From an optimization exercise on the open Yosys and OpenROAD flow, aimed at small area, a short achievable clock period and few clock cycles; shortcuts taken in it are not production practice.
Function was checked by simulation only, so behaviour that the tests miss may differ from the original.
Power figures rest on the tool's default switching activity, not on a simulated workload.

**flow/config.mk**
```make
export PLATFORM = sky130hd
export DESIGN_NAME = lzss_enc
export DESIGN_NICKNAME = lzss_enc
export VERILOG_FILES = /design/flow/design.v
export SDC_FILE = /design/flow/constraint.sdc
export NUM_CORES = 4
export LEC_CHECK = 0
export CAP_MARGIN = 20
export CORE_MARGIN = 2
export CORE_UTILIZATION = 40
export SLEW_MARGIN = 20
```
**flow/constraint.sdc**
```tcl
create_clock -name core_clock -period 12.0 [get_ports {clk}]
set_input_delay 2.4000 -clock core_clock [delete_from_list [all_inputs] [get_ports {clk}]]
set_output_delay 2.4000 -clock core_clock [all_outputs]
set_load 0.01 [all_outputs]
```
**flow/design.v**
```verilog
module lzss_enc (
    input  wire        clk,
    input  wire        rst,            
    input  wire        start,
    input  wire [15:0] src_len,
    input  wire [15:0] dst_len,
    input  wire [5:0]  offset_bits,    
    input  wire [5:0]  length_bits,    
    input  wire [31:0] min_length,
    output wire        busy,
    output reg         done,
    output reg  [2:0]  status,
    output reg  [15:0] result,
    output reg         rd_en,
    output reg  [15:0] rd_addr,
    input  wire [7:0]  rd_data,
    output reg         wr_en,
    output reg  [15:0] wr_addr,
    output reg  [7:0]  wr_data
);
    localparam integer S    = 320;     
    localparam integer OFFM = 31;      
    localparam [2:0] CODE_OK   = 3'd0,
                     CODE_NOOP = 3'd1,
                     CODE_BOOB = 3'd2;
    localparam [2:0] ST_IDLE = 3'd0,
                     ST_RUN  = 3'd1,
                     ST_RSY  = 3'd2,
                     ST_SLOW = 3'd3,
                     ST_FIN  = 3'd4;
    reg [2:0] state;
    assign busy = (state != ST_IDLE);
    reg [15:0] n;
    reg [15:0] dlen;
    reg [5:0]  ob;
    reg [5:0]  lb;
    reg [15:0] ml;         
    reg [15:0] mo;         
    reg [16:0] m1;         
    reg        mok;        
    reg        fastm;      
    wire [15:0] ml_in = (length_bits >= 6'd16) ? 16'hFFFF : ((16'd1 << length_bits[3:0]) - 16'd1);
    wire [15:0] mo_in = (offset_bits >= 6'd16) ? 16'hFFFF : ((16'd1 << offset_bits[3:0]) - 16'd1);
    wire [16:0] m1_in = (min_length[31:16] != 16'd0) ? 17'h10000 :
                        (min_length[15:0] == 16'd0) ? 17'd1 : {1'b0, min_length[15:0]};
    reg        lv;             
    reg [7:0]  f0, f1, f2, f3;
    reg [2:0]  fc;             
    reg [15:0] hp;             
    reg [7:0]  prev_bc;        
    reg [8*S-1:0] dat;
    reg [2*S-1:0] lvl;
    reg [1:0]  na;             
    reg [15:0] s0, s1, s2;     
    reg [15:0] h1;             
    reg [15:0] off;            
    reg        nsv;            
    reg [15:0] nsp;
    reg        litp;           
    reg        pendv;          
    reg [15:0] pendx;
    reg        pendlit;
    reg [2:0]  sst;
    reg [15:0] sc, sr, sb, sref;
    reg [7:0]  sab;
    reg [23:0] acc;            
    reg [4:0]  cnt;
    reg [15:0] cur;
    reg [15:0] vint;
    reg        vdone;
    reg        tv;             
    reg        tm;             
    reg [15:0] tref;
    reg [15:0] tlen;
    reg [2:0]  tph;            
    wire       pN   = (hp == n);
    wire       kill = pN | (state != ST_RUN);
    wire [7:0] bc   = f0;
    wire [S-1:0] eqv;
    wire [S-1:0] g1, g2, g3;
    genvar gi;
    generate
        for (gi = 0; gi < S; gi = gi + 1) begin : SLOT
            assign eqv[gi] = (dat[8*gi +: 8] == bc) & ~kill;
            assign g1[gi]  = lvl[2*gi] | lvl[2*gi+1];
            assign g2[gi]  = lvl[2*gi+1];
            assign g3[gi]  = lvl[2*gi] & lvl[2*gi+1];
        end
    endgenerate
    wire al1 = |(eqv & g1);
    wire al2 = |(eqv & g2);
    wire al3 = |(eqv & g3);
    wire alP = (na == 2'd1) ? al1 : (na == 2'd2) ? al2 : al3;
    wire alQ = (na == 2'd2) ? al1 : al2;
    wire [S-1:0] geP = (na == 2'd1) ? g1 : (na == 2'd2) ? g2 : g3;
    wire [511:0] pe_in = {{(512-S){1'b0}}, geP};
    generate
        genvar lj, ln;
        for (lj = 0; lj <= 9; lj = lj + 1) begin : PEL
            wire [(512>>lj)-1:0]   v;
            wire [(512>>lj)*9-1:0] ix;
            if (lj == 0) begin : L0
                assign v  = pe_in;
                assign ix = {(512*9){1'b0}};
            end else begin : LN
                for (ln = 0; ln < (512>>lj); ln = ln + 1) begin : ND
                    wire vl = PEL[lj-1].v[2*ln];
                    wire vh = PEL[lj-1].v[2*ln+1];
                    wire [8:0] il = PEL[lj-1].ix[9*(2*ln) +: 9];
                    wire [8:0] ih = PEL[lj-1].ix[9*(2*ln+1) +: 9];
                    assign v[ln] = vl | vh;
                    assign ix[9*ln +: 9] = vh ? (ih | (9'd1 << (lj-1))) : il;
                end
            end
        end
    endgenerate
    wire       pe_v    = PEL[9].v[0];
    wire [8:0] pe_slot = PEL[9].ix[8:0];
    wire [15:0] k      = hp - s0;
    wire [15:0] lenc   = (k > ml) ? ml : k;
    wire        ismatch = pe_v & mok & ({1'b0, lenc} >= m1);
    wire        Pdies  = (na != 2'd0) & ~alP;
    wire        multi  = Pdies & (na >= 2'd2) & ~alQ;
    wire        litr2  = Pdies & ~ismatch & (k >= 16'd2);
    wire        Ptok   = Pdies & ~litr2;
    wire [15:0] pref   = {7'd0, pe_slot} - off + 16'd1;
    wire        litnow = litp & nsv & (hp == nsp) & ~pN;
    wire        wo    = (cnt >= 5'd8);
    wire        wboob = wo & (cur == dlen) & (state != ST_IDLE);
    wire [4:0]  cnt_a = wo ? (cnt - 5'd8) : cnt;
    wire [23:0] acc_a = wo ? {acc[15:0], 8'd0} : acc;
    reg  [15:0] cval;
    reg  [4:0]  cw;
    reg         cav;       
    reg         clast;     
    wire [15:0] fm1 = (16'd1 << ob[3:0]) | tref;
    wire [15:0] fmv = (fm1 << lb[3:0]) | tlen;
    always @(*) begin
        cval  = 16'd0;
        cw    = 5'd0;
        cav   = 1'b0;
        clast = 1'b0;
        if (!vdone) begin
            cav  = 1'b1;
            cw   = 5'd8;
            cval = (vint >= 16'h80) ? {8'd0, 1'b1, vint[6:0]} : {8'd0, vint[7:0]};
        end else if (tv) begin
            cav = 1'b1;
            if (!tm) begin
                cw    = 5'd9;
                cval  = {8'd0, tlen[7:0]};
                clast = 1'b1;
            end else if (fastm) begin
                cw    = ob[4:0] + lb[4:0] + 5'd1;
                cval  = fmv;
                clast = 1'b1;
            end else begin
                case (tph)
                    3'd0: begin cw = 5'd1; cval = 16'd1; end
                    3'd1: begin cw = (ob > 6'd16) ? (ob[4:0] - 5'd16) : 5'd0; end
                    3'd2: begin cw = (ob > 6'd16) ? 5'd16 : ob[4:0]; cval = tref; end
                    3'd3: begin cw = (lb > 6'd16) ? (lb[4:0] - 5'd16) : 5'd0; end
                    default: begin
                        cw = (lb > 6'd16) ? 5'd16 : lb[4:0]; cval = tlen; clast = 1'b1;
                    end
                endcase
            end
        end
    end
    wire [5:0]  cfit   = {1'b0, cnt_a} + {1'b0, cw};
    wire        accept = cav & (cfit <= 6'd24) & ~wboob &
                         (state == ST_RUN || state == ST_RSY || state == ST_SLOW || state == ST_FIN);
    wire [4:0]  sh     = 5'd24 - cfit[4:0];
    wire [23:0] ins_v  = {8'd0, cval} << sh;
    wire        wtake  = accept & vdone & clast;
    wire        tready = ~tv | wtake;
    wire have    = (fc != 3'd0) | pN;
    wire go      = (state == ST_RUN) & have & tready & ~wboob;
    wire resolve = go & Ptok;
    wire proceed = go & ~multi & ~litr2;
    wire ins     = (off == 16'd0);
    wire [1:0]  na1  = na - {1'b0, resolve};
    wire [15:0] sN   = (na == 2'd1) ? s0 : (na == 2'd2) ? s1 : s2;
    wire        S1   = nsv & (hp == nsp) & ~litp;
    wire        S2   = (na != 2'd0) & mok & (hp == sN + ml);
    wire        S3   = Pdies & (na == 2'd1) & (ismatch ? (k <= ml) : (k == 16'd1));
    wire        want = S1 | S2 | S3;
    wire [15:0] dmx  = (hp > mo) ? mo : hp;               
    wire [16:0] hiw  = {1'b0, off} + {1'b0, dmx};
    wire        cov  = (off <= OFFM) & (hiw <= S);
    wire        startok = proceed & want & ~pN & cov & (na1 != 2'd3) & ~pendv;
    wire        blocked = proceed & want & ~pN & ~startok & ~pendv;
    wire [8:0] hi9 = hiw[8:0];
    generate
        genvar tj, tn;
        for (tj = 1; tj <= 9; tj = tj + 1) begin : TH
            wire [(1<<tj)-1:0] t;
            if (tj == 1) begin : T1
                assign t = {1'b0, hi9[0]};
            end else begin : TN
                for (tn = 0; tn < (1<<(tj-1)); tn = tn + 1) begin : B
                    assign t[tn]               = hi9[tj-1] | TH[tj-1].t[tn];
                    assign t[tn + (1<<(tj-1))] = hi9[tj-1] & TH[tj-1].t[tn];
                end
            end
        end
    endgenerate
    wire [S-1:0] thi = TH[9].t[S-1:0];
    wire [4:0] lo5 = off[4:0];
    generate
        for (tj = 1; tj <= 5; tj = tj + 1) begin : TL
            wire [(1<<tj)-1:0] t;
            if (tj == 1) begin : T1
                assign t = {1'b0, lo5[0]};
            end else begin : TN
                for (tn = 0; tn < (1<<(tj-1)); tn = tn + 1) begin : B
                    assign t[tn]               = lo5[tj-1] | TL[tj-1].t[tn];
                    assign t[tn + (1<<(tj-1))] = lo5[tj-1] & TL[tj-1].t[tn];
                end
            end
        end
    endgenerate
    wire [S-1:0] tlo = {{(S-32){1'b1}}, ~TL[5].t};
    wire [S-1:0] inc = (startok & mok) ? (thi & tlo) : {S{1'b0}};
    wire [2*S-1:0] base;
    generate
        for (gi = 0; gi < S; gi = gi + 1) begin : NX
            assign base[2*gi +: 2] = eqv[gi] ? (lvl[2*gi +: 2] + {1'b0, inc[gi]}) : 2'b00;
        end
    endgenerate
    wire hold = (state == ST_RUN) & ~proceed;
    always @(posedge clk) begin
        if (!hold)
            lvl <= ins ? base : {2'b00, base[2*S-1:2]};
        if (proceed & ~pN & ins)
            dat <= {dat[8*S-9:0], bc};
    end
    wire [15:0] dmxX   = (pendx > mo) ? mo : pendx;
    wire        xslow  = ~pendlit & (dmxX > S);
    wire        xahead = (pendx >= h1);
    wire [15:0] offX   = h1 - pendx;
    wire [16:0] hiX    = {1'b0, offX} + {1'b0, dmxX};
    wire        xinpl  = pendlit | ((offX <= OFFM) & (hiX <= S));
    wire [15:0] rbh1   = (pendx > S) ? (pendx - S) : 16'd0;
    wire [15:0] slen   = (sb > ml) ? ml : sb;
    wire        smatch = (sb != 16'd0) & mok & ({1'b0, slen} >= m1);
    always @(posedge clk) begin
        if (rst) begin
            state  <= ST_IDLE;
            done   <= 1'b0;
            wr_en  <= 1'b0;
            rd_en  <= 1'b0;
            status <= CODE_OK;
            result <= 16'd0;
            lv     <= 1'b0;
            fc     <= 3'd0;
            na     <= 2'd0;
            tv     <= 1'b0;
            vdone  <= 1'b1;
            cnt    <= 5'd0;
            nsv    <= 1'b0;
            litp   <= 1'b0;
            pendv  <= 1'b0;
        end else begin
            done  <= 1'b0;
            wr_en <= 1'b0;
            if (state != ST_IDLE) begin
                if (wboob) begin
                    status <= CODE_BOOB;
                    result <= 16'd0;
                    done   <= 1'b1;
                    state  <= ST_IDLE;
                    rd_en  <= 1'b0;
                end else begin
                    if (wo) begin
                        wr_en   <= 1'b1;
                        wr_addr <= cur;
                        wr_data <= acc[23:16];
                        cur     <= cur + 16'd1;
                    end
                    if (accept) begin
                        acc <= acc_a | ins_v;
                        cnt <= cfit[4:0];
                        if (!vdone) begin
                            if (vint >= 16'h80) vint <= vint >> 7;
                            else vdone <= 1'b1;
                        end else begin
                            tph <= tph + 3'd1;
                            if (clast) tv <= 1'b0;
                        end
                    end else begin
                        acc <= acc_a;
                        cnt <= cnt_a;
                    end
                end
            end
            if (!wboob) case (state)
                ST_IDLE: begin
                    rd_en <= 1'b0;
                    if (start) begin
                        n     <= src_len;
                        dlen  <= dst_len;
                        ob    <= offset_bits;
                        lb    <= length_bits;
                        ml    <= ml_in;
                        mo    <= mo_in;
                        m1    <= m1_in;
                        mok   <= ({1'b0, ml_in} >= m1_in);
                        fastm <= ({1'b0, offset_bits} + {1'b0, length_bits} <= 7'd15);
                        acc   <= 24'd0;
                        cnt   <= 5'd0;
                        cur   <= 16'd0;
                        vint  <= src_len;
                        tv    <= 1'b0;
                        if (src_len == 16'd0) begin
                            status <= CODE_NOOP;
                            result <= 16'd0;
                            done   <= 1'b1;
                            vdone  <= 1'b1;
                        end else begin
                            vdone  <= 1'b0;
                            state  <= ST_RUN;
                            rd_en  <= 1'b1;
                            rd_addr <= 16'd0;
                            lv     <= 1'b0;
                            fc     <= 3'd0;
                            hp     <= 16'd0;
                            h1     <= 16'd0;
                            off    <= 16'd0;
                            na     <= 2'd0;
                            nsv    <= 1'b1;
                            nsp    <= 16'd0;
                            litp   <= 1'b0;
                            pendv  <= 1'b0;
                        end
                    end
                end
                ST_RUN: begin
                    begin : STREAM
                        reg       pop;
                        reg [2:0] fcp;
                        reg [7:0] e0, e1, e2, e3;
                        pop = proceed & ~pN;
                        e0 = f0; e1 = f1; e2 = f2; e3 = f3;
                        if (pop) begin e0 = f1; e1 = f2; e2 = f3; end
                        fcp = fc - {2'b0, pop};
                        if (lv) begin
                            case (fcp)
                                3'd0: e0 = rd_data;
                                3'd1: e1 = rd_data;
                                3'd2: e2 = rd_data;
                                default: e3 = rd_data;
                            endcase
                        end
                        f0 <= e0; f1 <= e1; f2 <= e2; f3 <= e3;
                        fc <= fcp + {2'b0, lv};
                        lv <= rd_en;
                        if (({1'b0, fc} + {3'b0, lv} + {3'b0, rd_en}) <= 4'd3) begin
                            rd_en   <= 1'b1;
                            rd_addr <= rd_addr + {15'd0, rd_en};
                        end else begin
                            rd_en   <= 1'b0;
                            rd_addr <= rd_addr + {15'd0, rd_en};
                        end
                        if (pop) begin
                            hp      <= hp + 16'd1;
                            prev_bc <= bc;
                            if (ins) h1 <= h1 + 16'd1;
                            else     off <= off - 16'd1;
                        end
                    end
                    if (go) begin
                        if (resolve) begin
                            tv   <= 1'b1;
                            tm   <= ismatch;
                            tph  <= 3'd0;
                            tref <= pref;
                            tlen <= ismatch ? lenc : {8'd0, prev_bc};
                        end else if (proceed & litnow) begin
                            tv   <= 1'b1;
                            tm   <= 1'b0;
                            tph  <= 3'd0;
                            tlen <= {8'd0, bc};
                        end
                        if (litr2) begin
                            na      <= 2'd0;
                            pendv   <= 1'b1;
                            pendx   <= s0;
                            pendlit <= 1'b1;
                            state   <= ST_RSY;
                        end else if (multi) begin
                            na <= na - 2'd1;
                            s0 <= s1;
                            s1 <= s2;
                        end else begin
                            begin : ADV
                                reg [15:0] q0, q1, q2;
                                q0 = s0; q1 = s1; q2 = s2;
                                if (resolve) begin q0 = s1; q1 = s2; end
                                if (startok) begin
                                    case (na1)
                                        2'd0: q0 = hp;
                                        2'd1: q1 = hp;
                                        default: q2 = hp;
                                    endcase
                                end
                                s0 <= q0; s1 <= q1; s2 <= q2;
                            end
                            na <= na1 + {1'b0, startok};
                            if (litnow) begin
                                nsp  <= hp + 16'd1;
                                litp <= 1'b0;
                            end else if (S1 & (startok | blocked)) begin
                                nsv <= 1'b0;
                            end
                            if (blocked) begin
                                pendv   <= 1'b1;
                                pendx   <= hp;
                                pendlit <= 1'b0;
                            end
                            if ((na1 == 2'd0) & ~startok) begin
                                if (pendv | blocked)
                                    state <= ST_RSY;
                                else if (pN)
                                    state <= ST_FIN;
                            end
                        end
                    end
                end
                ST_RSY: begin
                    lv    <= 1'b0;
                    fc    <= 3'd0;
                    pendv <= 1'b0;
                    if (xslow) begin
                        state <= ST_SLOW;
                        rd_en <= 1'b0;
                        sst   <= 3'd0;
                        sc    <= pendx - dmxX;
                        sr    <= 16'd0;
                        sb    <= 16'd0;
                        sref  <= 16'd0;
                    end else begin
                        state <= ST_RUN;
                        rd_en <= 1'b1;
                        nsv   <= 1'b1;
                        nsp   <= pendx;
                        litp  <= pendlit;
                        if (xahead) begin
                            rd_addr <= h1;
                            hp      <= h1;
                            off     <= 16'd0;
                        end else if (xinpl) begin
                            rd_addr <= pendx;
                            hp      <= pendx;
                            off     <= offX;
                        end else begin
                            rd_addr <= rbh1;
                            hp      <= rbh1;
                            h1      <= rbh1;
                            off     <= 16'd0;
                        end
                    end
                end
                ST_SLOW: begin
                    case (sst)
                        3'd0: begin
                            if (pendx + sr == n) begin
                                rd_en <= 1'b0;
                                sst   <= 3'd4;
                            end else begin
                                rd_en   <= 1'b1;
                                rd_addr <= sc + sr;
                                sst     <= 3'd1;
                            end
                        end
                        3'd1: begin
                            rd_addr <= pendx + sr;
                            sst     <= 3'd2;
                        end
                        3'd2: begin
                            rd_en <= 1'b0;
                            sab   <= rd_data;
                            sst   <= 3'd3;
                        end
                        3'd3: begin
                            if (sab == rd_data) begin
                                sr  <= sr + 16'd1;
                                sst <= 3'd0;
                            end else begin
                                sst <= 3'd4;
                            end
                        end
                        3'd4: begin
                            if (sr > sb) begin
                                sb   <= sr;
                                sref <= pendx - sc;
                            end
                            sr <= 16'd0;
                            if (sc + 16'd1 == pendx) sst <= 3'd5;
                            else begin
                                sc  <= sc + 16'd1;
                                sst <= 3'd0;
                            end
                        end
                        default: begin
                            if (smatch) begin
                                if (tready) begin
                                    tv    <= 1'b1;
                                    tm    <= 1'b1;
                                    tph   <= 3'd0;
                                    tref  <= sref;
                                    tlen  <= slen;
                                    pendv <= 1'b1;
                                    pendx <= pendx + slen;
                                    pendlit <= 1'b0;
                                    if (pendx + slen >= n) state <= ST_FIN;
                                    else                   state <= ST_RSY;
                                end
                            end else begin
                                pendv   <= 1'b1;
                                pendlit <= 1'b1;
                                state   <= ST_RSY;
                            end
                        end
                    endcase
                end
                ST_FIN: begin
                    rd_en <= 1'b0;
                    if (!wboob && !tv && vdone && cnt < 5'd8) begin
                        state  <= ST_IDLE;
                        done   <= 1'b1;
                        status <= CODE_OK;
                        if (cnt != 5'd0) begin
                            if (cur == dlen) begin
                                status <= CODE_BOOB;
                                result <= 16'd0;
                            end else begin
                                wr_en   <= 1'b1;
                                wr_addr <= cur;
                                wr_data <= acc[23:16];
                                result  <= cur + 16'd1;
                            end
                        end else begin
                            result <= cur;
                        end
                    end
                end
                default: state <= ST_IDLE;
            endcase
        end
    end
endmodule
```
**flow/run.sh**
```bash
#!/bin/bash
# synth_recipe.tcl (not shown) runs the flow's synth.tcl, then flattens the netlist and writes it again
# the make line also repeats each setting of config.mk as NAME=value (left out here)
make -C /OpenROAD-flow-scripts/flow DESIGN_CONFIG=/design/flow/config.mk WORK_HOME=/design/flow/orfs CLKGATE_MAP_FILE= SYNTH_SCRIPT=/design/flow/synth_recipe.tcl finish
```
==> summary.md <==
| Metric | Value |
|---|---|
| Ranking of synthesized cells by area | `edfxtp_1 53%, xnor2_1 11%, ha_1 4.1%` |
| Total track usage | `38.4%` |
| Comb power frac | `13.0%` |
| Hold EP | `dat[390]$_DFFE_PP_` |
| Setup crit end kind | `flop` |
| CTS buffer count | `416` |
| Cells on Worst Hold Path | `0` |
| Worst-path fanout max | `76` |
| Slew HR | `3.43%` |
| Post-synthesis async set-or-reset flop share | `0%` |
| Mean number of vias per cell | `6.26` |
| Critical Path Slowest Stage Cell | `nor4_2` |
| CP arrival | `11.94 ns` |
| Total gr overflow | `0` |
| R2R setup slack | `0.74 ns` |
| Internal | `22.9 mW` |
| Fmax | `88.8 MHz` |
| Reg2reg path depth | `33` |
| Post-CTS setup buffer count | `0` |
| Root buffer cell | `clkbuf_16` |
| Seq/Total Area, Yosys | `53.8%` |
| Total of max-cap violations | `0` |
| Fin nets | `19,800` |
| Rows | `263` |
| Post-synth top area cell | `edfxtp_1` |
| Worst Tran Pin Value | `1.44 ns` |
| Reg2Reg Launch Point | `na[1]$_SDFFE_PP0P_` |
| Outcome | `complete, no violations` |
| Maximum VDD drop | `0.000132 V` |
| Post-place setup slack | `1.15 ns` |
| Max stage delay on crit path | `1.18 ns` |
| Area of the multi-input gates | `89,400 sq um` |
| DRT Pass-1 Iters | `9` |
| RSZ-0062 raised after global routing | `false` |
| Mapped Nets | `19,400` |
| DP Cell Count | `25,500` |
| Die Ht | `723 um` |
| Final setup vio count | `0` |
| Clock group share of total power | `41.1%` |
| Most common cell in the netlist | `edfxtp_1` |
| Post-DP HPWL | `811,000 um` |
| DRT antenna net count | `0` |
| Design area | `235,000 sq um` |
| Post-synthesis cell area | `207,000 sq um` |
| Sw Ratio | `29.3%` |
| Worst min-delay path class | `reg2reg` |
| Clock-pin transition on the worst setup and hold timing paths | `0.06 ns` |
| Most used cell along the critical path | `buf_4` |
| First-pass GRT wire length | `1,370,000 um` |
| Initial DRC Count | `23,200` |
| Static leakage | `73.8 nW` |
| Clock Latency Late Sink | `1.10 ns` |
| Filler Cell Count | `47,600` |
| Sequential share of power | `45.9%` |
| H-Tree Depth | `5` |
| Final worst slack | `0.737 ns` |
| Final worst path period need | `11.26 ns` |
| Fin crit share | `93.9%` |
| Share of layout cells above drive strength 1 | `10.1%` |
| Setup TNS | `0 ns` |
| Ys flop type | `edfxtp_1` |
| Ports | `150` |
| Startpoint types | `flop` |
| Synth cell types | `100` |
| Mean Syn Cell Area | `11.1 sq um` |
| #FFs+latches synth | `3,712` |
| DR WL/cell | `39.2 um` |
| TritonCTS clock tree | `built` |
| Final WL | `1,030,000 um` |
| Final Skew | `0.143 ns` |
| Syn. warnings | `1` |
| Post-CTS Hold Buffers | `0` |
| Max-slew violation count | `0` |
| Post-CTS sizing | `0` |
| Synth-to-Final Area Change | `13.7%` |
| Clk buf depth | `4` |
| Placed inst area | `221,000 sq um` |
| Mapped Cells | `18,600` |
| Starting Density | `40.2%` |
| Synth top area share | `53.4%` |
| CTS sink cnt | `3,712` |
| Input/output buffers | `149` |
| Worst hold path startpoint | `dat[382]$_DFFE_PP_` |
| Top cells by count, synth | `3,671 x edfxtp_1, 2,519 x xnor2_1, 1,739 x nor2_1` |
| Final RePlAce weighted congestion | `1.13` |
| Fin cells | `26,400` |
| Pin count of the biggest net entering global routing | `166` |
| Hold Violations, Final | `0` |
| Vias in the first global route | `153,000` |
| CP Data Required Time | `12.68 ns` |
| Core area | `514,000 sq um` |
| Reg2reg end | `lvl[92]$_DFFE_PN_` |
| Critical path type | `reg2reg` |
| Overall via count from detail_route | `165,000` |
| Post-synth EDFFs | `3,671` |
| Initial antenna violation count | `191` |
| Net switching power | `9.49 mW` |
| Total die area | `522,000 sq um` |
| Seq. cell area | `111,000 sq um` |
| DRC | `0` |
| Die span in x | `723 um` |
| Pwr dens | `138 nW/um^2` |
[stage by stage]
stage               utilization [%]  hold WS (ns)  power [mW]
CTS                            45.7         0.380        32.3
floorplan                         -         0.445        16.8
global placement               42.9         0.449        19.1
detailed placement             42.9         0.454        19.1
global route                   45.7         0.401        33.0
finish                         45.7         0.389        32.4
[cell usage in the layout, fill, tap and decap left out, types with 142 or more instances in the layout]
cell type | netlist | final
diode_2 | 0 | 150
nor2_1 | 1739 | 1685
clkbuf_16 | 0 | 417
ha_1 | 682 | 679
clkdlybuf4s50_1 | 0 | 149
xnor2_1 | 2519 | 2514
nand2_1 | 991 | 986
o21ai_0 | 959 | 904
a31oi_1 | 340 | 338
nand3_1 | 828 | 828
nand4_1 | 744 | 744
edfxtp_1 | 3671 | 3671
buf_4 | 217 | 845
nor3_1 | 299 | 246
xor2_1 | 705 | 701
inv_1 | 447 | 444
mux2i_1 | 142 | 142
a21oi_1 | 1300 | 1291
[cell families (layout without fill, tap and decap cells)]
| kind of cell | count (synthesis) | after routing | share of synthesized area, % |
|---|---|---|---|
| AOI/OAI and AO/OA | 3810 | 3810 | 11.3 |
| xor gates and xnor gates | 3224 | 3224 | 13.7 |
| adders and majority gates | 696 | 696 | 4.27 |
| buffers and inverters | 1520 | 2311 | 3.50 |
| DFF | 3712 | 3712 | 53.8 |
| muxes | 201 | 201 | 1.03 |
| other | 0 | 150 | 0 |
| and+or+nand+nor | 5405 | 5405 | 12.5 |
[state kept, by name, indices dropped and copies added, names as in the netlist, 17 cells and up]
| name | flops |
|---|---|
| lvl | 640 |
| m1 | 17 |
| dat | 2560 |
| acc | 24 |
[power groups by stage]
| stage | logic [mW] | registers [mW] | clock network (mW) |
|---|---|---|---|
| 6_report | 4.22 | 14.9 | 13.3 |
| 5_1_grt | 4.19 | 14.8 | 13.9 |
| 4_1_cts | 3.98 | 14.8 | 13.5 |
| 3_5_place_dp | 3.96 | 15.1 | 0 |
| 3_3_place_gp | 3.96 | 15.1 | 0 |
| 2_1_floorplan | 1.87 | 14.9 | 0 |
[cell type report]
cell class | instances | share of cell area [%]
Clock buffer | 500 | 4.60
Inverter | 455 | 0.730
Tap cell | 6890 | 3.67
Multi-Input combinational cell | 13300 | 38.1
Clock inverter | 258 | 1.32
Timing Repair Buffer | 1098 | 4.21
Sequential cell | 3712 | 47.3
Antenna cell | 150 | 0.160
[critical path, delay by kind of cell (launching register included)]
kind            cells  cell delay (ns)
simple gates       13             4.64
flops               1             0.48
fa+ha+maj           3             1.02
compound gates      9             2.78
buf+inv             8             1.68
[routing by layer]
layer	track usage, %	vias to the layer above	wire, um
met5	0	-	597
met4	23.7	76	74900
met3	10.6	2120	103000
met2	55.7	9478	436000
met1	51.0	83900	420000
li1	-	69600	-
[worst max path at each step]
stage                  startpoint                 end  slack, ns  cells after the start
6_report       na[1]$_SDFFE_PP0P_   lvl[92]$_DFFE_PN_       0.74                     33
5_1_grt           hp[1]$_DFFE_PP_   lvl[92]$_DFFE_PN_       0.32                     47
4_1_cts           f0[7]$_DFFE_PP_  lvl[322]$_DFFE_PN_       1.08                     33
3_5_place_dp      f0[7]$_DFFE_PP_  lvl[322]$_DFFE_PN_       1.15                     33
3_3_place_gp      f0[7]$_DFFE_PP_  lvl[322]$_DFFE_PN_       1.16                     33
2_1_floorplan     hp[0]$_DFFE_PP_     h1[0]$_DFFE_PP_     -13.75                     34
Testbench counts, summed over its fixed seeds: cycles 44,716.

==> afterwards: timing with drivers on the ports <==
The results above use ideal ports. As a check the final layout listed here was re-extracted and re-timed, cells and wires unchanged.
Step 1 (the two cells are an assumption about what drives the block):
set clk [get_ports {clk}]
set_driving_cell -lib_cell sky130_fd_sc_hd__clkbuf_16 $clk
set_driving_cell -lib_cell sky130_fd_sc_hd__buf_2 [delete_from_list [all_inputs] $clk]
Step 2 moves the port delays by t, midway between the first and last clock arrival at a register: inputs arrive t later, outputs are due t later. That takes back most of the time a late clock gives input paths.
Three values: ideal, step 1, step 2; two values: the first two.
shift t [ns]: 1.154
setup slack, ns: 0.737 / 0.737 / 0.737
hold WS [ns]: 0.389 / 0.389 / 0.389
pins driven straight from the clock port: 1
After both steps this run still meets setup and hold. For this run, drivers alone change the setup slack by 0.000 ns; drivers and shift together by 0.000 ns.
